Context: an optimization exercise on an open-source flow, tuned for small area, a short achievable clock period and few clock cycles. The choices shown serve that exercise and are no tape-out recipe. Where RTL was checked, it was by simulation tests only, not by an equivalence proof against the original. Function not checked in run 5: the RTL went through the layout flow alone. The clock input has no modelled driver; a real chip could not lean on it and would need a root buffer or a full tree. No activity file was given, so power comes from the tool's default toggle rates.

## design.v

```verilog
module hcid_tlcorr (
    input  wire [7:0] c,
    output wire [7:0] t
);
    wire [4:0] k    = c[4:0];
    wire [3:0] d    = c[3:0];
    wire lr   = (c[7:6] == 2'b01) && (k != 5'd0) && (k <= 5'd26);   
    wire lo   = lr && c[5];                                           
    wire dig  = (c[7:4] == 4'b0011) && (d <= 4'd9);                   
    wire is_l = (k == 5'd12);                                         
    wire d39  = dig && (d >= 4'd3);
    wire era    = !(lr || dig);
    wire letter = !d39;
    wire upper  = letter && !(lo && !is_l);
    wire [4:0] sl  = is_l ? 5'd8 : (k < 5'd12) ? k - 5'd1 : k - 5'd2;
    wire [4:0] sd  = (d == 4'd0) ? 5'd13 : (d == 4'd1) ? 5'd8 : (d == 4'd2) ? 5'd24 : {1'b0, d} + 5'd22;
    wire [4:0] sym = lr ? sl : dig ? sd : 5'd0;
    assign t = {era, upper, letter, sym};
endmodule
module hcid_decoder (
    input  wire         clk,
    input  wire         rst,
    input  wire         in_valid,
    output wire         in_ready,
    input  wire [7:0]   in_char,
    output wire         out_valid,
    input  wire         out_ready,
    output wire [23:0]  out_prefix,      
    output wire [319:0] out_cw,          
    output wire [39:0]  out_bera,        
    output reg  [5:0]   out_count,       
    output reg          out_case_lost,   
    output reg          out_eof          
);
    reg  [7:0] a_c;          
    reg        a_v;
    reg  [5:0] idx;          
    reg        ov;           
    reg        rdy;          
    reg        st_sh;        
    assign in_ready  = rdy;
    assign out_valid = ov;
    wire [7:0] a_t;          
    hcid_tlcorr u_tl (.c(a_c), .t(a_t));
    wire [4:0] sym    = a_t[4:0];
    wire       letter = a_t[5];
    wire       upper  = a_t[6];
    wire       era    = a_t[7];
    wire consume = a_v && !(ov && idx != 6'd0);
    wire accept  = in_valid && rdy;
    wire last    = (idx == 6'd62);
    wire [5:0] idx_n = consume ? (last ? 6'd0 : idx + 6'd1) : idx;
    wire ov_n   = (ov && !out_ready) || (consume && last);
    always @(posedge clk) begin
        if (accept) a_c <= in_char;
        if (rst) begin
            a_v <= 1'b0;
            idx <= 6'd0;
            ov  <= 1'b0;
            rdy <= 1'b1;
        end else begin
            a_v <= accept || (a_v && !consume);
            idx <= idx_n;
            ov  <= ov_n;
            rdy <= !(ov_n && idx_n != 6'd0);
        end
        st_sh <= !rst && (accept || (a_v && !consume)) && idx_n != 6'd0 && !ov_n;
    end
    reg  [309:0] st;
    reg  [4:0]   p;
    reg  [1:0]   t2;
    reg          mk;         
    reg  [35:0]  be;         
    wire [2:0] lb    = {idx[2] ^ idx[0], idx[1], idx[0]};
    wire       emit  = lb[2] | (lb[1] & lb[0]);
    wire       mk_in = (lb != 3'd0) && mk;
    wire       mk_b  = mk_in || era;         
    wire       cw_b  = (idx >= 6'd5);        
    wire       zap   = emit && cw_b && mk_b;
    reg  [11:0] wmask;       
    integer j;
    always @* begin
        for (j = 0; j < 12; j = j + 1)
            wmask[j] = zap && (j + 3 >= lb) && (j <= lb + 4);
    end
    wire [11:0] win = {st[1:0], p, sym} & ~wmask;
    always @(posedge clk) begin
        if (consume) begin
            p  <= win[4:0];
            mk <= emit ? (lb != 3'd3 && era) : mk_b;
        end
        if (st_sh)
            st <= {st[304:2], win[11:5]};
        if (consume && last)
            t2 <= win[4:3];
        if (consume && emit && cw_b)
            be <= {mk_b, be[35:1]};
    end
    reg  [3:0]  n;           
    reg         se;          
    reg  [31:0] cap;         
    reg  [3:0]  cbe;         
    reg  [2:0]  okr;         
    reg         zs, os;      
    reg         gz, go;      
    wire seg_start = (idx == 6'd3) || (idx == 6'd18) || (idx == 6'd33) || (idx == 6'd48);
    wire seg_end   = (idx == 6'd17) || (idx == 6'd32) || (idx == 6'd47) || last;
    wire [1:0] seg = (idx >= 6'd48) ? 2'd3 : (idx >= 6'd33) ? 2'd2 : (idx >= 6'd18) ? 2'd1 : 2'd0;
    wire in_seg    = (idx >= 6'd3);
    wire [3:0] n_in   = seg_start ? 4'd0 : n;
    wire       se_in  = seg_start ? 1'b0 : se;
    wire       take   = letter && !n_in[3];
    wire       se_out = se_in || era;
    wire       ok_out = (n_in[3] || (n_in[2:0] == 3'd7 && letter)) && !se_out;
    wire       zs_out = (seg_start || zs) && !(take && upper);
    wire       os_out = (seg_start || os) && !(take && !upper);
    wire [3:0] okv    = {ok_out, okr};
    wire       lost   = (gz && (zs_out || !ok_out)) || (go && (os_out || !ok_out));
    wire [3:0] cbe_f = {4{lost}} | ~okv | {3'b000, era};    
    integer g;
    always @(posedge clk) begin
        if (consume && in_seg) begin
            n  <= n_in + {3'd0, take};
            se <= se_out;
            zs <= zs_out;
            os <= os_out;
        end
        if (consume && idx == 6'd3) begin
            gz <= 1'b1;
            go <= 1'b1;
        end else if (consume && seg_end && !last && ok_out) begin
            gz <= gz && zs_out;
            go <= go && os_out;
        end
        for (g = 0; g < 4; g = g + 1) begin
            if (consume && last) begin
                if (cbe_f[g]) cap[8*g +: 8] <= 8'h00;
                else if (g == 3 && take) cap[8*g +: 8] <= {cap[8*g +: 7], upper};
            end else if (consume && in_seg && seg == g && take)
                cap[8*g +: 8] <= {cap[8*g +: 7], upper};
        end
        if (consume && seg_end && !last)
            okr[seg] <= ok_out;
        if (consume && last)
            cbe <= cbe_f;
    end
    wire       inc_b = emit && cw_b && mk_b;
    wire [2:0] npc   = {2'b00, ~okv[0] | era} + {2'b00, ~okv[1]} + {2'b00, ~okv[2]} + {2'b00, ~okv[3]};
    wire [2:0] ncap  = !last ? 3'd0 : lost ? 3'd4 : npc;
    wire [6:0] csum  = {out_count, inc_b} + {3'b000, ncap, inc_b};
    always @(posedge clk) begin
        if (consume) begin
            if (idx == 6'd1)
                out_count <= 6'd0;
            else
                out_count <= csum[6:1];
            if (last) begin
                out_case_lost <= lost;
                out_eof       <= |sym[2:0];
            end
        end
    end
    wire [311:0] full = {st, t2};
    genvar gj;
    generate
        for (gj = 0; gj < 39; gj = gj + 1) begin : g_full
            if (gj < 3) begin : g_p
                assign out_prefix[8*gj +: 8] = full[311 - 8*gj -: 8];
            end else begin : g_c
                assign out_cw[8*(gj-3) +: 8] = full[311 - 8*gj -: 8];
            end
        end
    endgenerate
    assign out_cw[319:288] = cap;
    assign out_bera   = {cbe, be};
endmodule
```

## flow/flat_clock.tcl

```tcl
# POST_CTS hook: reshape the clock tree into two levels. Every clock buffer
# driven by the root buffer hands its loads to the root buffer's net and is
# removed, so the leaf buffers hang directly off the root; then the leaf
# buffers are split by position into four groups and each group gets a root
# buffer of its own, all driven by the clock port (4 port loads).
# Every flip-flop sees the same two buffers between it and the clock port.
set block [ord::get_db_block]
set clk_net [$block findNet clk]
set root ""
foreach it [$clk_net getITerms] {
  if {[[$it getMTerm] getName] eq "A"} { set root [$it getInst] }
}
if {$root eq ""} { error "flat_clock: no root clock buffer" }
set root_net [[$root findITerm X] getNet]
puts "flat_clock: root [$root getName] drives [$root_net getName]"
set removed 0
foreach it [$root_net getITerms] {
  set inst [$it getInst]
  if {$inst eq $root} continue
  set master [[$inst getMaster] getName]
  if {![string match "sky130_fd_sc_hd__clkbuf_*" $master]} continue
  set onet [[$inst findITerm X] getNet]
  foreach lt [$onet getITerms] {
    if {[$lt getInst] eq $inst} continue
    $lt disconnect
    $lt connect $root_net
  }
  $it disconnect
  [$inst findITerm X] disconnect
  odb::dbInst_destroy $inst
  odb::dbNet_destroy $onet
  incr removed
}
puts "flat_clock: removed $removed middle-level clock buffers"

# split the leaves into four groups: halves by x, then each half by y
set loads {}
foreach it [$root_net getITerms] {
  if {[$it getInst] eq $root} continue
  set loc [[$it getInst] getLocation]
  lappend loads [list [lindex $loc 0] [lindex $loc 1] $it]
}
proc halves {g idx} {
  set g [lsort -integer -index $idx $g]
  set h [expr {[llength $g] / 2}]
  return [list [lrange $g 0 [expr {$h - 1}]] [lrange $g $h end]]
}
proc centroid {g} {
  set sx 0; set sy 0
  foreach e $g { set sx [expr {$sx + [lindex $e 0]}]; set sy [expr {$sy + [lindex $e 1]}] }
  return [list [expr {$sx / [llength $g]}] [expr {$sy / [llength $g]}]]
}
set groups {}
foreach hx [halves $loads 0] {
  foreach hy [halves $hx 1] { lappend groups $hy }
}
set master [$root getMaster]
set k 0
foreach g $groups {
  if {$k == 0} {
    set buf $root
  } else {
    set buf [odb::dbInst_create $block $master "clkbuf_0_${k}_clk"]
    set net [odb::dbNet_create $block "clknet_0_${k}_clk"]
    $net setSigType CLOCK
    [$buf findITerm A] connect $clk_net
    [$buf findITerm X] connect $net
    foreach e $g {
      set it [lindex $e 2]
      $it disconnect
      $it connect $net
    }
  }
  set c [centroid $g]
  $buf setLocation [lindex $c 0] [lindex $c 1]
  $buf setPlacementStatus PLACED
  puts "flat_clock: [llength $g] leaves on [$buf getName]"
  incr k
}
detailed_placement
check_placement -verbose
estimate_parasitics -placement
report_clock_skew
```

## standard.sh

```bash
#!/bin/bash
# synth_recipe.tcl (not shown) runs the flow's synth.tcl, then flattens the netlist and writes it again
# the make line also repeats each setting of config.mk as NAME=value (left out here)
make -C /OpenROAD-flow-scripts/flow DESIGN_CONFIG=/design/flow/config.mk WORK_HOME=/design/flow/orfs CLKGATE_MAP_FILE= SYNTH_SCRIPT=/design/flow/synth_recipe.tcl "${@:-finish}"
```

## constraint.sdc

```tcl
create_clock -name core_clock -period 18.0 [get_ports {clk}]
set_input_delay 3.6000 -clock core_clock [delete_from_list [all_inputs] [get_ports {clk}]]
set_output_delay 3.6000 -clock core_clock [all_outputs]
set_load 0.01 [all_outputs]
```

## flow/run.sh

```bash
#!/bin/bash
# Own layout flow: the standard ORFS flow (standard.sh, unchanged
# synthesis, floorplan, power grid, placement, routing), with three
# changes to how the layout is made:
#  - the port buffers that global placement inserts on every input and
#    output are sky130_fd_sc_hd__buf_1 instead of the cell buffer_ports
#    picks by itself (a 10 um2 delay buffer);
#  - clock tree synthesis clusters up to 30 flip-flops per clkbuf_16 leaf
#    buffer and inserts no dummy loads;
set -euo pipefail
export BUFFER_PORTS_ARGS="-buffer_cell sky130_fd_sc_hd__buf_1"
export CTS_ARGS="-sink_clustering_enable -repair_clock_nets -sink_clustering_size 22 -sink_clustering_max_diameter 80 -buf_list sky130_fd_sc_hd__clkbuf_16 -dont_use_dummy_load"
export POST_CTS_TCL="$PWD/flow/flat_clock.tcl"
bash standard.sh BUFFER_PORTS_ARGS="$BUFFER_PORTS_ARGS" CTS_ARGS="$CTS_ARGS" POST_CTS_TCL="$POST_CTS_TCL" finish > orfs_flow.log 2>&1
```

## config.mk

```make
export PLATFORM = sky130hd
export DESIGN_NAME = hcid_decoder
export DESIGN_NICKNAME = hcid_decoder
export VERILOG_FILES = /design/flow/design.v
export SDC_FILE = /design/flow/constraint.sdc
export NUM_CORES = 4
export LEC_CHECK = 0
export CAP_MARGIN = 20
export CORE_MARGIN = 2
export CORE_UTILIZATION = 60
export SLEW_MARGIN = 20
```

==> results of run 1 <==
-- synth_stat cells, types with 2 or more instances --
| cell | number |
|---|---|
| a311o_1 | 2 |
| clkbuf_1 | 9 |
| buf_4 | 3 |
| or2_2 | 2 |
| nor2_1 | 28 |
| inv_2 | 3 |
| nor2b_1 | 7 |
| a21oi_1 | 25 |
| dfxtp_1 | 12 |
| o21ai_1 | 3 |
| o21a_1 | 5 |
| and3_1 | 7 |
| buf_2 | 2 |
| and2_1 | 35 |
| mux2_2 | 3 |
| o22a_1 | 3 |
| a31oi_1 | 3 |
| nand2b_1 | 9 |
| mux2i_1 | 2 |
| inv_1 | 17 |
| a211oi_1 | 2 |
| o22ai_1 | 3 |
| nor3_1 | 10 |
| a22oi_1 | 7 |
| ha_1 | 22 |
| o21ai_0 | 22 |
| nand4b_1 | 3 |
| fa_1 | 2 |
| nand3_1 | 15 |
| nand2_1 | 31 |
| xor2_1 | 4 |
| xnor2_1 | 5 |
| edfxtp_1 | 416 |
-- power groups by stage --
| stage | Combinational (mW) | Sequential (mW) | Clock (mW) |
|---|---|---|---|
| 6_report | 0.0587 | 1.13 | 0.510 |
| 3_5_place_dp | 0.0589 | 1.15 | 0 |
| 2_1_floorplan | 0.0209 | 1.17 | 0 |
| 5_1_grt | 0.0643 | 1.13 | 0.557 |
| 3_3_place_gp | 0.0591 | 1.15 | 0 |
-- layout make-up, without the clock buffers --
class	instances	area, um2
plain buffers	3	75.1
fillers	1684	7000
inverters	21	78.8
multi-input cells	283	1880
flip-flops and latches	428	12700
well taps	324	405
repair buffers	409	1550
-- kinds of logic after synthesis --
logic type               after synthesis  share of synthesized area (%)
AO/OA/AOI/OAI                         93                           4.32
AND/OR/NAND/NOR                      152                           5.36
buffers and inverters                 36                           1.06
flip-flops                           428                           86.2
adder cells (fa/ha/maj)               24                           2.14
multiplexers                           5                          0.364
XOR/XNOR                               9                          0.534
-- state kept, by name (all words and copies together) (netlist names), 2 cells and up --
name,count
cbe,4
a_c,8
p,5
be,36
n,4
t2,2
st,310
okr,3
out_count,6
idx,6
cap,32
-- through the flow --
step | area, um2 | power, mW | setup WS, ns | util, %
after floorplan | 14800 | 1.19 | 10.23 | -
after global placement | 16600 | 1.21 | 13.58 | 68.7
after detailed placement | 16600 | 1.21 | 13.43 | 68.7
after global routing | 17200 | 1.75 | 13.18 | 71.1
final | 17200 | 1.69 | 13.36 | 71.1
-- metal layers --
metal	share of wire, %	up-vias	wire [um]
li1	-	3681	-
met1	39	4008	12300
met2	49	346	15700
met3	8.9	52	2830
met4	3.1	0	984
met5	0	-	0
-- worst paths after layout --
check / depth (start not counted) / endpoint / start
worst max-delay path: 1 / out_count[3] / out_count[3]
worst min-delay path: 0 / st[11] / st[6]
worst max register to register: 16 / out_count[4] / a_c[1]
worst min register to register: 0 / st[11] / st[6]
==> impl_metrics.py, run 1 <==
metrics = {
    "timing": {
        "setup_viol": 0,
        "min_period_over_period_pct": 25.8,
        "slew_headroom_pct": 29.9,
        "slew_viol_final": 0,
        "max_freq_ghz": 0.216,
        "fin_skew_ns": 0.0191,
        "tightest_slew_ns": 1.05,
        "fin_tns_setup_ns": 0,
        "period_needed_ns": 4.64,
        "timing.hold.ws_ns": 0.434,
        "finalHoldViolCount": 0,
        "rsz0062_at_grt": "no",
    },
    "grt": {
        "grtUsageMet3_pct": 7.72,
        "gr-usage-met1_pct": 31.1,
        "grt_use_met2_pct": 39.0,
        "grt_pass1_wl_mm": 45.8,
        "grt-ovfl-total": 0,
        "antenna_found_initial": 0,
        "grt_start_max_net_pins": 88,
        "grt.total_usage_pct": 23.9,
        "grt_pass1_vias": 7368,
        "busiest_layer": "met2",
    },
    "pwr": {
        "p_per_area_nw_per_um2": 98.2,
        "peakVddDrop_mv": 0.0732,
        "intPower_mw": 1.37,
        "power_frac_seq_pct": 66.4,
        "pwr-share-clk_pct": 30.1,
        "leakagePower_nw": 5.28,
        "pwr-share-comb_pct": 3.5,
        "p_sw_uw": 329,
        "swShare_pct": 19.4,
    },
    "logic_synthesis": {
        "synth_area_leaders": "edfxtp_1 85%, ha_1 1.9%, dfxtp_1 1.6%",
        "yosysTopAreaCellShare_pct": 84.6,
        "synth_edf_count": 416,
        "async_reset_ff_share_pct": 0,
        "synthCells": 747,
        "synth_top_area_cell": "edfxtp_1",
        "yosysWarnings": 1,
        "synth-seq-cells": 428,
        "synth.distinct_cells": 58,
        "ys_seq_area_share_pct": 86.2,
        "ys.flop_type": "edfxtp_1",
        "syn_nets": 783,
        "avgSynthCellArea_um2": 19.8,
        "synth_area_um2": 14800,
    },
    "cells_and_area": {
        "layout-drive-gt1-share_pct": 3.86,
        "fin_nets": 1203,
        "area.growth.synth_to_final_pct": 16.8,
        "final_common_cell": "edfxtp_1",
        "fin_cells": 1489,
        "layout_common_cells": "416 x edfxtp_1, 405 x buf_1, 35 x and2_1, 31 x nand2_1, 28 x nor2_1",
        "diodes": 0,
    },
    "die": {
        "num_io_pins": 406,
        "core-area_um2": 24200,
        "start_util_pct": 60.9,
        "dieArea_um2": 25900,
        "die_h_um": 161,
        "num_rows": 57,
        "fp.dieW_um": 161,
    },
    "setup_path": {
        "cp_num_buf_inv": 1,
        "rrSetupSlack_ns": 13.44,
        "critPathKind": "flop to output port",
        "critPathArrivalTime_ns": 1.04,
        "crit_path_end_kind": "output port",
        "critPathLaunchType": "flop",
        "cp_top_family": "flip-flops",
        "cp_max_fo": 6,
        "cp_data_required_time_ns": 14.40,
        "crit_path_max_incr_delay_ns": 0.47,
        "crit_chain": "buf_1",
        "crit_slowest_cell": "edfxtp_1",
    },
    "placement": {
        "finalWeightedCongestion": 0.867,
        "hpwlAfterDp_mm": 23.2,
        "dp_cells": 1465,
        "port_buffers": 405,
    },
    "clock_network": {
        "clk_latency_ns": 0.32,
        "clkSinkCount": 428,
        "clkTransAtPathRegs_ns": 0.08,
    },
    "hold_path": {
        "hp-class": "flop to flop",
    },
    "routing": {
        "final_antenna_net_count": 0,
        "wl_per_cell_um": 21.3,
        "wl_mm": 31.8,
        "dr.pass1.iters": 5,
        "route.detailed.drc": 0,
        "vias_per_cell": 5.43,
        "via_count": 8087,
        "drtIter0Drc": 718,
    },
    "outcome": {
        "status": "finished clean",
    },
    "run": {
        "drv_cap": 0,
    },
}
Testbench counts, summed over its fixed seeds: cycles 75,624.
==> run 2, diff against run 1 <==
--- a/design.v
+++ b/design.v
@@ -37,7 +37,6 @@
     reg  [5:0] idx;          
     reg        ov;           
     reg        rdy;          
-    reg        st_sh;        
     assign in_ready  = rdy;
     assign out_valid = ov;
     wire [7:0] a_t;          
@@ -64,7 +63,6 @@
             ov  <= ov_n;
             rdy <= !(ov_n && idx_n != 6'd0);
         end
-        st_sh <= !rst && (accept || (a_v && !consume)) && idx_n != 6'd0 && !ov_n;
     end
     reg  [309:0] st;
     reg  [4:0]   p;
@@ -89,7 +87,7 @@
             p  <= win[4:0];
             mk <= emit ? (lb != 3'd3 && era) : mk_b;
         end
-        if (st_sh)
+        if (consume && idx != 6'd0)
             st <= {st[304:2], win[11:5]};
         if (consume && last)
             t2 <= win[4:3];
==> flow/run.sh (replaced) <==
#!/bin/bash
# Own layout flow: the standard ORFS flow (standard.sh, unchanged
# synthesis, floorplan, power grid, placement, routing), with three
# changes to how the layout is made:
#  - the port buffers that global placement inserts on every input and
#    output are sky130_fd_sc_hd__buf_1 instead of the cell buffer_ports
#    picks by itself (a 10 um2 delay buffer);
#  - clock tree synthesis clusters up to 30 flip-flops per clkbuf_16 leaf
#    buffer and inserts no dummy loads;
#  - after clock tree synthesis, flow/flat_clock.tcl takes out the tree's
#    middle level and splits the leaf clock buffers by position over four
#    root buffers driven by the clock port, so every flip-flop gets its
#    clock through two buffers (a root and a leaf);
set -euo pipefail
export BUFFER_PORTS_ARGS="-buffer_cell sky130_fd_sc_hd__clkbuf_1"
export CTS_ARGS="-sink_clustering_enable -repair_clock_nets -sink_clustering_size 30 -sink_clustering_max_diameter 100 -buf_list sky130_fd_sc_hd__clkbuf_16 -dont_use_dummy_load"
export SETUP_SLACK_MARGIN=13.2
export POST_CTS_TCL="$PWD/flow/flat_clock.tcl"
bash standard.sh BUFFER_PORTS_ARGS="$BUFFER_PORTS_ARGS" CTS_ARGS="$CTS_ARGS" SETUP_SLACK_MARGIN="$SETUP_SLACK_MARGIN" POST_CTS_TCL="$POST_CTS_TCL" finish > orfs_flow.log 2>&1
==> impl_metrics.py, run 2 <==
metrics = {
    "setup_path": {
        "cp_data_required_time_ns": 14.40,
        "crit_path_end_kind": "output port",
        "critPathLaunchType": "flop",
        "cp_num_buf_inv": 1,
        "crit_chain": "clkbuf_1",
        "critPathArrivalTime_ns": 0.99,
        "crit_path_max_incr_delay_ns": 0.42,
        "cp_top_family": "flip-flops",
        "critPathKind": "flop to output port",
        "cp_max_fo": 3,
        "crit_slowest_cell": "edfxtp_1",
    },
    "timing": {
        "min_period_over_period_pct": 25.5,
        "timing.hold.ws_ns": 0.388,
        "max_freq_ghz": 0.218,
        "fin_tns_setup_ns": 0,
        "slew_headroom_pct": 34.7,
        "fin_skew_ns": 0.0796,
        "tightest_slew_ns": 0.979,
        "slew_viol_final": 0,
        "rsz0062_at_grt": "no",
        "finalHoldViolCount": 0,
        "period_needed_ns": 4.59,
        "setup_viol": 0,
    },
    "pwr": {
        "p_per_area_nw_per_um2": 93.5,
        "leakagePower_nw": 5.21,
        "peakVddDrop_mv": 0.0905,
        "intPower_mw": 1.30,
        "p_sw_uw": 302,
        "power_frac_seq_pct": 68.8,
        "pwr-share-clk_pct": 28.0,
        "swShare_pct": 18.8,
        "pwr-share-comb_pct": 3.2,
        "power_mw": 1.61,
    },
    "clock_network": {
        "clkTransAtPathRegs_ns": 0.11,
        "clk_latency_ns": 0.34,
        "clkSinkCount": 427,
    },
    "routing": {
        "wl_mm": 31.0,
        "vias_per_cell": 5.40,
        "dr.pass1.iters": 5,
        "via_count": 8004,
        "route.detailed.drc": 0,
        "drtIter0Drc": 851,
        "wl_per_cell_um": 20.9,
        "final_antenna_net_count": 0,
    },
    "die": {
        "fp.dieW_um": 161,
        "num_io_pins": 406,
        "die_h_um": 161,
        "num_rows": 57,
        "dieArea_um2": 25800,
        "start_util_pct": 60.8,
        "core-area_um2": 24200,
    },
    "logic_synthesis": {
        "avgSynthCellArea_um2": 19.9,
        "ys.flop_type": "edfxtp_1",
        "syn_nets": 776,
        "ys_seq_area_share_pct": 86.2,
        "synth_common_cells": "416 x edfxtp_1, 36 x and2_1, 33 x nand2_1, 27 x nor2_1, 22 x ha_1",
        "synth_most_common_cell": "edfxtp_1",
        "yosysWarnings": 1,
        "synth_top_area_cell": "edfxtp_1",
        "synth_area_leaders": "edfxtp_1 85%, ha_1 1.9%, and2_1 1.5%",
        "synth.distinct_cells": 59,
        "synth-seq-cells": 427,
        "synthCells": 740,
        "yosysTopAreaCellShare_pct": 84.7,
        "synth_area_um2": 14700,
        "synth_edf_count": 416,
        "async_reset_ff_share_pct": 0,
    },
    "grt": {
        "grt_start_max_net_pins": 190,
        "grt_pass1_wl_mm": 44.9,
        "antenna_found_initial": 0,
        "grt.total_usage_pct": 23.2,
        "grt_pass1_vias": 7290,
        "grt-ovfl-total": 0,
    },
    "cells_and_area": {
        "area.growth.synth_to_final_pct": 16.4,
        "diodes": 0,
        "top_register": "st",
        "final_common_cell": "edfxtp_1",
        "fin_nets": 1196,
        "largest_reg_flops": 310,
        "layout_common_cells": "416 x edfxtp_1, 403 x clkbuf_1, 36 x and2_1, 33 x nand2_1, 27 x nor2_1",
        "reg_top3": "st: 310 flops, be: 36 flops, cap: 32 flops",
        "layout-drive-gt1-share_pct": 4.40,
    },
    "hold_path": {
        "hp-class": "flop to flop",
    },
    "placement": {
        "finalWeightedCongestion": 0.858,
        "hpwlAfterDp_mm": 22.3,
        "port_buffers": 405,
    },
    "outcome": {
        "status": "finished clean",
    },
    "run": {
        "drv_cap": 0,
    },
}
==> run 2: final timing paths <==
kind,start,end,slack (ns),cells after the start
worst min register to register,st[75],st[80],0.39,0
worst max-delay path,out_count[0],out_count[0],13.41,1
worst min-delay path,st[75],st[80],0.39,0
worst max register to register,idx[0],out_count[5],13.68,18
==> run 2: power groups by stage <==
stage / sequential (mW) / clock (mW) / combinational [mW]
floorplan: 1.13 / 0 / 0.0280
global placement: 1.13 / 0 / 0.0500
detailed placement: 1.13 / 0 / 0.0502
global route: 1.11 / 0.494 / 0.0553
finish: 1.11 / 0.450 / 0.0506
==> run 2: cell families after synthesis <==
| group | count (synthesis) | share of synthesized area, % |
|---|---|---|
| flip-flops | 427 | 86.2 |
| AND/OR/NAND/NOR | 148 | 5.35 |
| AO/OA/AOI/OAI | 95 | 4.61 |
| buffers and inverters | 36 | 1.07 |
| adder cells (fa/ha/maj) | 24 | 2.14 |
| XOR/XNOR | 6 | 0.356 |
| multiplexers | 4 | 0.280 |
==> run 2: layer usage <==
| layer | up-vias | GRT usage [%] | wire [um] |
|---|---|---|---|
| li1 | 3657 | - | - |
| met1 | 3988 | 31.2 | 12400 |
| met2 | 317 | 38.1 | 15400 |
| met3 | 42 | 6.25 | 2470 |
| met4 | 0 | 6.57 | 722 |
| met5 | - | 0 | 0 |
==> run 2: final cells by class, without the clock buffers <==
type                       count  area, um2
timing repair buffer         413       1600
multi-input combinational    277       1900
inverter                      22       85.1
buffer                         3       75.1
tap                          324        405
sequential                   427      12700
fill                        1658       7080
==> run 2: metrics by stage <==
step / setup WS, ns / utilization (%) / std cells / instance area, um2
floorplan: 11.19 / - / 740 / 14800
global placement: 13.67 / 68.8 / 1461 / 16700
detailed placement: 13.66 / 68.8 / 1461 / 16700
global route: 13.30 / 70.8 / 1482 / 17200
finish: 13.41 / 70.8 / 1482 / 17200
Testbench counts of run 2, summed over its fixed seeds: cycles 75,624.
==> run 3, diff against run 2 <==
--- a/flow/run.sh
+++ b/flow/run.sh
@@ -12,7 +12,7 @@
 #    root buffers driven by the clock port, so every flip-flop gets its
 #    clock through two buffers (a root and a leaf);
 set -euo pipefail
-export BUFFER_PORTS_ARGS="-buffer_cell sky130_fd_sc_hd__clkbuf_1"
+export BUFFER_PORTS_ARGS="-buffer_cell sky130_fd_sc_hd__buf_2"
 export CTS_ARGS="-sink_clustering_enable -repair_clock_nets -sink_clustering_size 30 -sink_clustering_max_diameter 100 -buf_list sky130_fd_sc_hd__clkbuf_16 -dont_use_dummy_load"
 export SETUP_SLACK_MARGIN=13.2
 export POST_CTS_TCL="$PWD/flow/flat_clock.tcl"
==> impl_metrics.py, run 3 <==
metrics = {
    "setup_path": {
        "crit_path_end_kind": "output port",
        "critPathLaunchType": "flop",
        "critPathArrivalTime_ns": 1.01,
        "crit_chain": "buf_2",
        "critPathKind": "flop to output port",
        "crit_slowest_cell": "edfxtp_1",
        "cp_data_required_time_ns": 14.40,
        "cp_top_family": "flip-flops",
        "crit_path_max_incr_delay_ns": 0.48,
        "cp_num_buf_inv": 1,
        "cp_max_fo": 6,
    },
    "grt": {
        "grt_pass1_vias": 7244,
        "grt-ovfl-total": 0,
        "antenna_found_initial": 0,
        "grt.total_usage_pct": 23.2,
        "grt_pass1_wl_mm": 44.6,
        "grt_start_max_net_pins": 199,
    },
    "routing": {
        "route.detailed.drc": 0,
        "dr_wl_met3_mm": 2.46,
        "final_antenna_net_count": 0,
        "wl_met1_mm": 12.2,
        "met2WireLength_mm": 15.7,
        "drtIter0Drc": 869,
        "wl_mm": 31.1,
        "dr.pass1.iters": 4,
        "vias_per_cell": 5.35,
        "via_count": 7931,
        "wl_per_cell_um": 21.0,
        "highest_layer": "met4",
    },
    "logic_synthesis": {
        "yosysTopAreaCellShare_pct": 84.7,
        "ys_seq_area_share_pct": 86.2,
        "synth_most_common_cell": "edfxtp_1",
        "synth_area_um2": 14700,
        "ys.flop_type": "edfxtp_1",
        "synth_area_leaders": "edfxtp_1 85%, ha_1 1.9%, and2_1 1.5%",
        "async_reset_ff_share_pct": 0,
        "synth_common_cells": "416 x edfxtp_1, 36 x and2_1, 33 x nand2_1, 27 x nor2_1, 22 x ha_1",
        "synthCells": 740,
        "yosysWarnings": 1,
        "synth_top_area_cell": "edfxtp_1",
        "synth.distinct_cells": 59,
        "syn_nets": 776,
        "avgSynthCellArea_um2": 19.9,
        "synth-seq-cells": 427,
        "synth_edf_count": 416,
    },
    "timing": {
        "finalHoldViolCount": 0,
        "layout_setup_ws_ns": 13.39,
        "tightest_slew_ns": 1.06,
        "setup_viol": 0,
        "rsz0062_at_grt": "no",
        "max_freq_ghz": 0.217,
        "slew_headroom_pct": 29.3,
        "slew_viol_final": 0,
        "timing.hold.ws_ns": 0.385,
        "period_needed_ns": 4.61,
        "min_period_over_period_pct": 25.6,
        "fin_skew_ns": 0.0940,
        "fin_tns_setup_ns": 0,
    },
    "cells_and_area": {
        "fin_nets": 1196,
        "diodes": 0,
        "layout-drive-gt1-share_pct": 39.2,
        "fillers": 1587,
        "reg_top3": "st: 310 flops, be: 36 flops, cap: 32 flops",
        "area.growth.synth_to_final_pct": 19.9,
        "layout_common_cells": "416 x edfxtp_1, 405 x buf_2, 36 x and2_1, 33 x nand2_1, 27 x nor2_1",
        "largest_reg_flops": 310,
        "fin_cells": 1482,
        "top_register": "st",
        "final_common_cell": "edfxtp_1",
    },
    "placement": {
        "port_buffers": 405,
        "dp_cells": 1462,
        "finalWeightedCongestion": 0.894,
        "hpwlAfterDp_mm": 22.5,
        "dp_slack_ns": 13.64,
    },
    "pwr": {
        "leakagePower_nw": 6.20,
        "power_mw": 1.61,
        "p_per_area_nw_per_um2": 91.0,
        "peakVddDrop_mv": 0.0830,
    },
    "die": {
        "die_h_um": 161,
        "fp.dieW_um": 161,
        "dieArea_um2": 25800,
        "num_io_pins": 406,
        "start_util_pct": 60.8,
        "num_rows": 57,
        "core-area_um2": 24200,
    },
    "run": {
        "drv_cap": 0,
    },
    "hold_path": {
        "hp-class": "flop to flop",
    },
    "clock_network": {
        "clkSinkCount": 427,
        "clk_latency_ns": 0.34,
        "clkTransAtPathRegs_ns": 0.11,
    },
    "outcome": {
        "status": "finished clean",
    },
}
[run 3: worst paths after layout]
path / from / endpoint / slack (ns) / depth (start not counted)
min reg2reg: st[121] / st[126] / 0.38 / 0
min: st[121] / st[126] / 0.38 / 0
max: out_count[4] / out_count[4] / 13.39 / 1
max reg2reg: idx[4] / st[309] / 13.51 / 7
[run 3: per-layer routing]
layer	track usage, %	up-vias
met2	39.5	278
met3	6.22	40
met4	7.51	0
met1	29.5	3959
met5	0	-
li1	-	3654
[run 3: kinds of logic after synthesis]
kind of cell / share of synthesized area (%)
mux: 0.280
compound gates: 4.61
flops: 86.2
fa+ha+maj: 2.14
xor+xnor: 0.356
simple gates: 5.35
buf+inv: 1.07
[run 3: area by class of cell, without the clock buffers]
type	count	area, um2	area share [%]
Multi-Input combinational cell	277	1900	10.7
Timing Repair Buffer	413	2100	11.9
Inverter	22	85.1	0.481
Buffer	3	75.1	0.425
Tap cell	324	405	2.29
Sequential cell	427	12700	71.9
[run 3: where the power goes]
part	switching, mW	internal [mW]
clock network	0.258	0.192
registers	0.00866	1.10
logic	0.0352	0.0179
[run 3: stage by stage]
step,cell area (um2),utilization (%)
after floorplan,14800,-
after global placement,17200,70.9
after detailed placement,17200,70.9
after global routing,17700,72.9
final,17700,72.9
==> run 4, diff against run 3 <==
--- a/flow/run.sh
+++ b/flow/run.sh
@@ -12,7 +12,7 @@
 #    root buffers driven by the clock port, so every flip-flop gets its
 #    clock through two buffers (a root and a leaf);
 set -euo pipefail
-export BUFFER_PORTS_ARGS="-buffer_cell sky130_fd_sc_hd__buf_2"
+export BUFFER_PORTS_ARGS="-buffer_cell sky130_fd_sc_hd__buf_1"
 export CTS_ARGS="-sink_clustering_enable -repair_clock_nets -sink_clustering_size 30 -sink_clustering_max_diameter 100 -buf_list sky130_fd_sc_hd__clkbuf_16 -dont_use_dummy_load"
 export SETUP_SLACK_MARGIN=13.2
 export POST_CTS_TCL="$PWD/flow/flat_clock.tcl"
==> impl_metrics.py, run 4 <==
metrics = {
    "cells_and_area": {
        "layout_common_cells": "416 x edfxtp_1, 404 x buf_1, 36 x and2_1, 33 x nand2_1, 27 x nor2_1",
        "top_register": "st",
        "diodes": 0,
        "largest_reg_flops": 310,
        "layout-drive-gt1-share_pct": 4.32,
        "reg_top3": "st: 310 flops, be: 36 flops, cap: 32 flops",
        "fin_nets": 1196,
        "fin_area_um2": 17200,
        "final_common_cell": "edfxtp_1",
        "area.growth.synth_to_final_pct": 16.5,
    },
    "die": {
        "start_util_pct": 60.8,
        "fp.dieW_um": 161,
        "num_rows": 57,
        "core-area_um2": 24200,
        "dieArea_um2": 25800,
        "die_h_um": 161,
        "num_io_pins": 406,
    },
    "pwr": {
        "peakVddDrop_mv": 0.0979,
        "leakagePower_nw": 5.21,
        "power_mw": 1.61,
        "p_per_area_nw_per_um2": 93.5,
    },
    "timing": {
        "slew_viol_final": 0,
        "slew_headroom_pct": 32.4,
        "tightest_slew_ns": 1.01,
        "setup_viol": 0,
        "period_needed_ns": 4.57,
        "max_freq_ghz": 0.219,
        "fin_tns_setup_ns": 0,
        "finalHoldViolCount": 0,
        "fin_skew_ns": 0.0862,
        "min_period_over_period_pct": 25.4,
        "rsz0062_at_grt": "no",
    },
    "routing": {
        "drtIter0Drc": 809,
        "dr.pass1.iters": 5,
        "final_antenna_net_count": 0,
        "route.detailed.drc": 0,
        "wl_per_cell_um": 20.8,
        "wl_mm": 30.8,
        "via_count": 7991,
        "vias_per_cell": 5.39,
    },
    "setup_path": {
        "crit_slowest_cell": "edfxtp_1",
        "crit_chain": "buf_1",
        "cp_top_family": "flip-flops",
        "crit_path_max_incr_delay_ns": 0.36,
        "critPathKind": "flop to output port",
        "cp_num_buf_inv": 1,
        "r2r_cells": 6,
        "critPathArrivalTime_ns": 0.97,
        "r2r-end": "st[208]",
        "crit_path_end_kind": "output port",
        "rr_startpoint": "idx[4]",
        "cp_data_required_time_ns": 14.40,
        "rrSetupSlack_ns": 13.67,
        "critPathLaunchType": "flop",
        "cp_max_fo": 2,
        "setup.worst_path.start": "st[89]",
        "path_depth": 1,
    },
    "logic_synthesis": {
        "ys.flop_type": "edfxtp_1",
        "synth_edf_count": 416,
        "synthCells": 740,
        "synth.distinct_cells": 59,
        "synth_area_leaders": "edfxtp_1 85%, ha_1 1.9%, and2_1 1.5%",
        "synth_most_common_cell": "edfxtp_1",
        "synth_common_cells": "416 x edfxtp_1, 36 x and2_1, 33 x nand2_1, 27 x nor2_1, 22 x ha_1",
        "yosysTopAreaCellShare_pct": 84.7,
        "synth_area_um2": 14700,
        "avgSynthCellArea_um2": 19.9,
        "async_reset_ff_share_pct": 0,
        "ys_seq_area_share_pct": 86.2,
        "synth_top_area_cell": "edfxtp_1",
        "syn_nets": 776,
        "yosysWarnings": 1,
        "synth-seq-cells": 427,
    },
    "hold_path": {
        "hp-class": "flop to flop",
        "hp-start": "st[66]",
        "min_path_cells": 0,
        "hold_end": "st[71]",
    },
    "outcome": {
        "status": "finished clean",
    },
    "clock_network": {
        "clkTransAtPathRegs_ns": 0.11,
        "clk_latency_ns": 0.34,
        "clkSinkCount": 427,
    },
    "grt": {
        "grt-ovfl-total": 0,
        "antenna_found_initial": 0,
        "grt_pass1_vias": 7269,
        "grt.total_usage_pct": 23.0,
        "grt_pass1_wl_mm": 44.3,
        "grt_start_max_net_pins": 199,
    },
    "placement": {
        "finalWeightedCongestion": 0.867,
        "hpwlAfterDp_mm": 22.4,
        "placed_area_um2": 16700,
        "port_buffers": 405,
    },
    "run": {
        "drv_cap": 0,
    },
}
[run 4: cell counts after synthesis]
Identical to the previous run, type by type.
[run 4: logic make-up after synthesis]
group / after synthesis / synth area share, %
flip-flops: 427 / 86.2
AO/OA/AOI/OAI: 95 / 4.61
adder cells (fa/ha/maj): 24 / 2.14
multiplexers: 4 / 0.280
buffers and inverters: 36 / 1.07
XOR/XNOR: 6 / 0.356
AND/OR/NAND/NOR: 148 / 5.35
[run 4: per-layer routing]
layer	GRT usage (%)	wire (um)	up-vias
li1	-	-	3663
met1	29.7	12000	3943
met2	38.1	15300	334
met3	6.46	2490	51
met4	8.12	948	0
met5	0	0	-
[run 4: area by class of cell, without the clock buffers]
class | count | area (um2)
repair buffers | 413 | 1600
flip-flops and latches | 427 | 12700
plain buffers | 3 | 75.1
inverters | 22 | 85.1
multi-input cells | 277 | 1900
well taps | 324 | 405
fillers | 1636 | 7080
[run 4: through the flow]
step / worst slack, ns / hold WS (ns) / util [%] / instances
after floorplan: 11.19 / 0.465 / - / 740
after global placement: 13.49 / 0.429 / 68.8 / 1461
after detailed placement: 13.41 / 0.429 / 68.8 / 1461
after global routing: 13.26 / 0.394 / 70.8 / 1482
final: 13.43 / 0.387 / 70.8 / 1482
[run 4: worst max-delay path by stage]
stage	endpoint	slack (ns)
after floorplan	st[0]	11.19
after global placement	st[308]	13.49
after detailed placement	st[193]	13.41
after global routing	st[294]	13.26
final	out_cw[195]	13.43
[run 4: report_power, final]
part / switching, mW / leakage [nW] / total, mW / internal [mW]
clock: 0.259 / 0.234 / 0.451 / 0.192
sequential: 0.00892 / 3.62 / 1.11 / 1.10
combinational: 0.0354 / 1.36 / 0.0505 / 0.0150
total: 0.303 / 5.21 / 1.61 / 1.30
==> run 5, diff against run 4 <==
--- a/design.v
+++ b/design.v
@@ -95,7 +95,6 @@
             be <= {mk_b, be[35:1]};
     end
     reg  [3:0]  n;           
-    reg         se;          
     reg  [31:0] cap;         
     reg  [3:0]  cbe;         
     reg  [2:0]  okr;         
@@ -106,10 +105,8 @@
     wire [1:0] seg = (idx >= 6'd48) ? 2'd3 : (idx >= 6'd33) ? 2'd2 : (idx >= 6'd18) ? 2'd1 : 2'd0;
     wire in_seg    = (idx >= 6'd3);
     wire [3:0] n_in   = seg_start ? 4'd0 : n;
-    wire       se_in  = seg_start ? 1'b0 : se;
     wire       take   = letter && !n_in[3];
-    wire       se_out = se_in || era;
-    wire       ok_out = (n_in[3] || (n_in[2:0] == 3'd7 && letter)) && !se_out;
+    wire       ok_out = (n_in == 4'd8 || (n_in == 4'd7 && letter)) && !era;
     wire       zs_out = (seg_start || zs) && !(take && upper);
     wire       os_out = (seg_start || os) && !(take && !upper);
     wire [3:0] okv    = {ok_out, okr};
@@ -118,8 +115,7 @@
     integer g;
     always @(posedge clk) begin
         if (consume && in_seg) begin
-            n  <= n_in + {3'd0, take};
-            se <= se_out;
+            n  <= era ? 4'd15 : n_in + {3'd0, take};
             zs <= zs_out;
             os <= os_out;
         end
==> impl_metrics.py, run 5 <==
metrics = {
    "grt": {
        "grt_pass1_wl_mm": 47.8,
        "grt_start_max_net_pins": 231,
        "antenna_found_initial": 0,
        "grt_pass1_vias": 7571,
        "grt.total_usage_pct": 24.8,
        "grt-ovfl-total": 0,
    },
    "setup_path": {
        "cp_max_fo": 3,
        "crit_chain": "buf_1",
        "crit_path_end_kind": "output port",
        "critPathLaunchType": "flop",
        "cp_data_required_time_ns": 14.40,
        "critPathKind": "flop to output port",
        "crit_slowest_cell": "edfxtp_1",
        "cp_top_family": "flip-flops",
        "cp_num_buf_inv": 1,
        "critPathArrivalTime_ns": 1.00,
        "crit_path_max_incr_delay_ns": 0.48,
    },
    "pwr": {
        "peakVddDrop_mv": 0.0732,
        "leakagePower_nw": 5.24,
        "p_sw_uw": 369,
        "pwr-share-clk_pct": 26.2,
        "p_per_area_nw_per_um2": 99.6,
        "power_frac_seq_pct": 67.0,
        "swShare_pct": 21.4,
        "intPower_mw": 1.36,
        "pwr-share-comb_pct": 6.8,
    },
    "hold_path": {
        "hp-class": "flop to flop",
    },
    "timing": {
        "fin_tns_setup_ns": 0,
        "layout_setup_ws_ns": 13.40,
        "finalHoldViolCount": 0,
        "period_needed_ns": 4.60,
        "slew_headroom_pct": 27.8,
        "tightest_slew_ns": 1.08,
        "rsz0062_at_grt": "no",
        "slew_viol_final": 0,
        "max_freq_ghz": 0.217,
        "setup_viol": 0,
        "min_period_over_period_pct": 25.6,
        "fin_skew_ns": 0.0881,
    },
    "cells_and_area": {
        "reg_top3": "st: 310 flops, be: 36 flops, cap: 32 flops",
        "area.growth.synth_to_final_pct": 16.4,
        "diodes": 0,
        "fin_nets": 1212,
        "multi_input_comb_area_um2": 2070,
        "top_register": "st",
        "layout-drive-gt1-share_pct": 4.77,
        "fillers": 1650,
        "largest_reg_flops": 310,
        "final_common_cell": "edfxtp_1",
        "regArea_um2": 12700,
        "layout_common_cells": "415 x edfxtp_1, 404 x buf_1, 36 x nand2_1, 32 x and2_1, 25 x a21oi_1",
    },
    "placement": {
        "finalWeightedCongestion": 0.899,
        "hpwlAfterDp_mm": 24.4,
        "dp_slack_ns": 13.48,
        "port_buffers": 405,
    },
    "logic_synthesis": {
        "async_reset_ff_share_pct": 0,
        "ys_seq_area_share_pct": 85.2,
        "ys.flop_type": "edfxtp_1",
        "synth_area_um2": 14900,
        "syn_nets": 801,
        "synthSimpleGateAreaFrac_pct": 6.11,
        "synth_fa_ha_area_share_pct": 2.12,
        "synth-xor-area-share_pct": 0.412,
        "yosysTopAreaCellShare_pct": 83.8,
        "synth-compound-area-share_pct": 4.81,
        "synth_area_leaders": "edfxtp_1 84%, ha_1 1.9%, dfxtp_1 1.5%",
        "synth.distinct_cells": 64,
        "synth_most_common_cell": "edfxtp_1",
        "synth_top_family_by_area": "simple AND/OR/NAND/NOR gates",
        "synth_edf_count": 415,
        "synth_common_cells": "415 x edfxtp_1, 36 x nand2_1, 32 x and2_1, 27 x a21oi_1, 24 x o21ai_0",
        "avgSynthCellArea_um2": 19.4,
        "synth-seq-cells": 426,
        "synthCells": 765,
        "synth.area.mux_share_pct": 0.151,
        "yosysWarnings": 1,
        "synth_top_area_cell": "edfxtp_1",
    },
    "clock_network": {
        "clkSinkCount": 426,
        "clkTransAtPathRegs_ns": 0.11,
        "clk_latency_ns": 0.34,
    },
    "routing": {
        "via_count": 8318,
        "dr.pass1.iters": 6,
        "wl_mm": 33.3,
        "vias_per_cell": 5.55,
        "route.detailed.drc": 0,
        "final_antenna_net_count": 0,
        "wl_per_cell_um": 22.2,
        "drtIter0Drc": 791,
    },
    "die": {
        "dieArea_um2": 26100,
        "fp.dieW_um": 161,
        "num_rows": 57,
        "core-area_um2": 24300,
        "die_h_um": 161,
        "num_io_pins": 406,
        "start_util_pct": 61.2,
    },
    "run": {
        "drv_cap": 0,
    },
    "outcome": {
        "status": "finished clean",
    },
}
-- run 5: cell types whose count changed in the layout (fill, tap and decap cells not counted), sizes merged, moves of 4 or more --
cell / previous run / this run
a21oi: 22 / 30
a2bb2oi: 4 / 0
a311oi: 0 / 4
and2: 36 / 32
nor2: 28 / 20
nor2b: 5 / 16
o31ai: 0 / 4
-- run 5: worst paths after layout --
kind | start | to | slack, ns | cells after the start
setup reg to reg | a_c[1] | out_count[5] | 13.54 | 18
setup / recovery | out_count[0] | out_count[0] | 13.40 | 1
hold / removal | be[31] | be[30] | 0.41 | 0
hold reg to reg | be[31] | be[30] | 0.41 | 0
-- run 5: power groups by stage --
stage	clock [mW]	combinational, mW	sequential (mW)
global route	0.497	0.126	1.16
floorplan	0	0.0568	1.19
detailed placement	0	0.116	1.18
finish	0.452	0.117	1.15
global placement	0	0.116	1.18
-- run 5: layout make-up, without the clock buffers --
cell class	instances	share of cell area [%]
sequential	426	73.3
multi-input combinational	299	12.0
timing repair buffer	410	9.19
tap	324	2.34
inverter	20	0.491
buffer	3	0.434
-- run 5: cell families (layout without fill, tap and decap cells) --
family | after synthesis | count (layout)
flops | 426 | 426
simple gates | 163 | 163
compound gates | 103 | 103
buf+inv | 40 | 449
fa+ha+maj | 24 | 24
xor+xnor | 7 | 7
mux | 2 | 2
-- run 5: routing by layer --
| metal | vias up | global-route usage, % | share of wire, % |
|---|---|---|---|
| li1 | 3741 | - | - |
| met1 | 4168 | 32.0 | 38 |
| met2 | 355 | 41.7 | 51 |
| met3 | 54 | 5.57 | 7.9 |
| met4 | 0 | 9.29 | 3.5 |
| met5 | - | 0 | 0 |
-- run 5: stage by stage --
step	hold slack, ns	util, %	instance area (um2)	std cells	power [mW]
2_1_floorplan	0.486	-	15000	765	1.25
3_3_place_gp	0.426	69.1	16800	1477	1.29
3_5_place_dp	0.430	69.1	16800	1477	1.29
5_1_grt	0.419	71.2	17300	1498	1.78
6_report	0.412	71.2	17300	1498	1.72

[static timing again, ports no longer ideal]
The flow's constraints put no driver on any port. The routed layouts listed below were extracted and timed again, unchanged, in two steps. Step 1: set_driving_cell puts a clkbuf_16 on clk and a buf_2 on each other input, an assumption about the parent block. Step 2 moves the port delays by t, midway between the first and last clock arrival at a register: inputs arrive t later, outputs are due t later. That takes back most of the time a late clock gives input paths. Three values: no drivers, after step 1, after step 2; two values: the first two.
run	t (ns)	slack for setup (ns)	worst hold slack (ns)	slew at the worst register clock pin (ns)	pins driven straight from the clock port
run 1	0.418	13.363 / 13.260 / 13.442	0.434 / 0.434 / 0.434	0.09 / 0.09	4
run 2	0.398	13.410 / 13.309 / 13.679	0.388 / 0.388 / 0.388	0.11 / 0.11	4
run 3	0.400	13.391 / 13.289 / 13.512	0.385 / 0.385 / 0.385	0.11 / 0.11	4
run 4	0.400	13.435 / 13.333 / 13.670	0.387 / 0.387 / 0.387	0.12 / 0.12	4
run 5	0.401	13.396 / 13.294 / 13.536	0.412 / 0.412 / 0.412	0.12 / 0.12	4
After both steps every run listed still meets setup and hold.
